What follows belongs to an exercise in optimizing a design on an open flow for small area, a short achievable clock period and few clock cycles per item; a production flow would make more cautious choices.
In this exercise RTL edits were held to simulation tests only and were not proved equivalent to the original.
Power and IR drop assume default switching activity.

==> flow/design.v (excerpt) <==
module csum_unit #(
    parameter [15:0] RXB         = 16'h4000,
    parameter [15:0] TXB         = 16'h8000,
    parameter [15:0] RXBUF_SIZE  = 16'd1536,
    parameter [15:0] TXBUF_SIZE  = 16'd1536
) (
    input  wire        clk,
    input  wire        rst,           
    input  wire        cmd_valid,
    output wire        cmd_ready,
    input  wire [31:0] cmd_seed,
    input  wire [15:0] cmd_addr,
    input  wire [15:0] cmd_len,
    output wire        mem_req,
    input  wire        mem_gnt,
    output wire [13:0] mem_waddr,
    input  wire [31:0] mem_rdata,
    output wire        rsp_valid,
    output wire        rsp_err,
    output wire [15:0] rsp_sum
);
Size in the first run: roughly 650 cells after synthesis, roughly 110 flip-flops, roughly 130 I/O pins, roughly 0.0061 mm^2 of cells after synthesis.
clock: 10.0 ns
lec_check: 0
cap_margin: 20
core_margin: 2
core_utilization: 40
slew_margin: 20
standard.sh (not shown) runs the stock make flow with config.mk's settings and CLKGATE_MAP_FILE= SYNTH_SCRIPT=/design/flow/synth_recipe.tcl, a recipe that flattens the netlist after the stock synthesis.
==> flow/flow/run.sh <==
#!/bin/bash
export BUFFER_PORTS_ARGS="-buffer_cell sky130_fd_sc_hd__buf_1"
export SETUP_SLACK_MARGIN=6.95
bash standard.sh > standard.log 2>&1
Testbench counts at the start, summed over its fixed seeds: cycles 63,482, items 512.
Rerun with:
--- a/flow/flow/run.sh
+++ b/flow/flow/run.sh
@@ -3 +3 @@
-export SETUP_SLACK_MARGIN=6.95
+export SETUP_SLACK_MARGIN=7.0
ABC_AREA = 1   (was default)
Outcome:
- The new run produced a clean layout
- setup slack gets better by 0.034 ns
- register-to-register slack improved by 0.30 ns
- design area came out higher by 5.3%
- area after synthesis grows by 5.9%
- hold slack got worse by 0.029 ns
- power came out lower by about 5.4%
- via count grows by about 11%
- first-iteration DRC count increases by 9.7%
Rerun with:
--- a/flow/flow/run.sh
+++ b/flow/flow/run.sh
@@ -3 +3 @@
-export SETUP_SLACK_MARGIN=7.0
+export SETUP_SLACK_MARGIN=7.1
ABC_AREA = default   (was 1)
What happened: Combinational power climbs by about a fifth; cell area shrinks by a few percent; setup slack is better by 0.027 ns; sequential power rose by a few percent; routed wire length is lower slightly; global-route usage increases by 0.81 points.
Rerun with:
--- a/flow/flow/run.sh
+++ b/flow/flow/run.sh
@@ -3 +3 @@
-export SETUP_SLACK_MARGIN=7.1
+export SETUP_SLACK_MARGIN=7.0
GPL_TIMING_DRIVEN = 0   (was default)
=>
- The changed run ran to the end with no violations
- critical path depth is unchanged
- synthesized area does not change
- first-iteration DRC count is lower by 25%
- total power climbs by 0.36%
- worst setup slack degrades by 0.078 ns

* * *

## build 28
csum_unit again, from the RTL that the note above started with.
clock: 10.0 ns
lec_check: 0
cap_margin: 20
core_margin: 2
core_utilization: 40
slew_margin: 20
==> flow/flow/run.sh <==
#!/bin/bash
export BUFFER_PORTS_ARGS="-buffer_cell sky130_fd_sc_hd__buf_1"
export SETUP_SLACK_MARGIN=7.05
bash standard.sh > standard.log 2>&1
Testbench counts of build 28, summed over its fixed seeds: cycles 63,482, items 512.
Edits applied to the flow inputs when going from build 28 to build 69:
- swapping 40 for 30 in CORE_UTILIZATION
==> flow/flow/run.sh <==
#!/bin/bash
export BUFFER_PORTS_ARGS="-buffer_cell sky130_fd_sc_hd__buf_1"
export SETUP_SLACK_MARGIN=7.0
bash standard.sh > standard.log 2>&1
[summary]
Setup slack delta (build 69 − build 28): unfavourable
Comparing build 69 and build 28, the higher reported clock group power was measured on build 69.
In the flow results for build 69 and build 28, the total combinational power is larger on build 28.
diff inputs: build 69 => build 85
- PLACE_DENSITY newly set to 0.75
- CORE_UTILIZATION changed from 30 to 40
==> comparison <==
Total power of build 85 is higher than that of build 69. On fmax, build 69 tracks build 85 almost exactly. On core region area, the higher figure sits with build 69, not build 85. Summary of the comparison: filler cell count is lower in build 85, relative to build 69. When build 85 is measured against build 69, its critical-path maximum fanout turns out 1 lower. The higher first-pass iteration count of the detailed router came out of build 69. Relative to build 69, x dimension of the die has decreased by 13% in build 85. NOTE: combinational power in build 85 exceeds that of build 69. Met2 demand-to-capacity share in global routing: build 85 higher than build 69. Where via count is concerned, build 69 is better than build 85. Looking at total global routing track utilization, build 85 sits above build 69.
Input-level comparison between build 61 and build 85:
- a deleted PLACE_DENSITY that had been 0.75
- a change of CORE_UTILIZATION from 40 to 50
==> notes.md <==
Build 85 closes out successfully: all stages finished, all timing, DRC and antenna checks passed. Build 61: all stages complete, timing, DRC and antenna checks passed. Diff build 85 -> build 61: placeable core area lower; number of cells on the critical path now sits higher. Between build 85 and build 61, the number of fill cells in the layout is lower for build 61. Build 85 -> build 61: mean instance size in the synthesized netlist delta 0, exact match. Build 61 against build 85; cell area is down slightly. Summary: with build 85 as the reference, number of standard cells in the layout, taps in and fillers out in build 61 moved down by a few percent.

## afterwards: timing with drivers on the ports
The results above use ideal ports. As a check the final layouts listed here were re-extracted and re-timed, cells and wires unchanged. Step 1: set_driving_cell puts a clkbuf_16 on clk and a buf_2 on each other input, an assumption about the parent block. Step 2, shift: input delay + t, output delay - t, t = (earliest + latest rising clock arrival at the registers) / 2. This alone moves slack from input paths to output paths. a / b / c = ideal ports / drivers / drivers and shift; a / b = the first two.
| run | t, ns | setup WS [ns] | latest minus earliest clock arrival (ns) | slew at the worst register clock pin (ns) |
|---|---|---|---|---|
| the first run of note 1 | 0.395 | 7.017 / 6.976 / 6.758 | 0.012 / 0.012 | 0.07 / 0.07 |
| the second run of note 1 | 0.391 | 7.051 / 7.011 / 7.033 | 0.008 / 0.007 | 0.07 / 0.07 |
| the third run of note 1 | 0.396 | 7.078 / 7.038 / 6.779 | 0.014 / 0.014 | 0.08 / 0.08 |
| the fourth run of note 1 | 0.402 | 7.000 / 6.958 / 6.731 | 0.010 / 0.010 | 0.08 / 0.08 |
| build 28 | 0.398 | 7.074 / 7.033 / 6.768 | 0.013 / 0.012 | 0.08 / 0.08 |
| build 69 | 0.397 | 7.035 / 6.996 / 6.768 | 0.009 / 0.009 | 0.08 / 0.08 |
| build 85 | 0.393 | 7.040 / 7.005 / 6.777 | 0.016 / 0.016 | 0.08 / 0.08 |
| build 61 | 0.393 | 7.058 / 7.017 / 6.744 | 0.007 / 0.007 | 0.07 / 0.07 |
After both steps setup and hold are still met in every run listed. For build 61, which loses most, drivers alone change the setup slack by -0.041 ns; drivers and shift together by -0.314 ns.
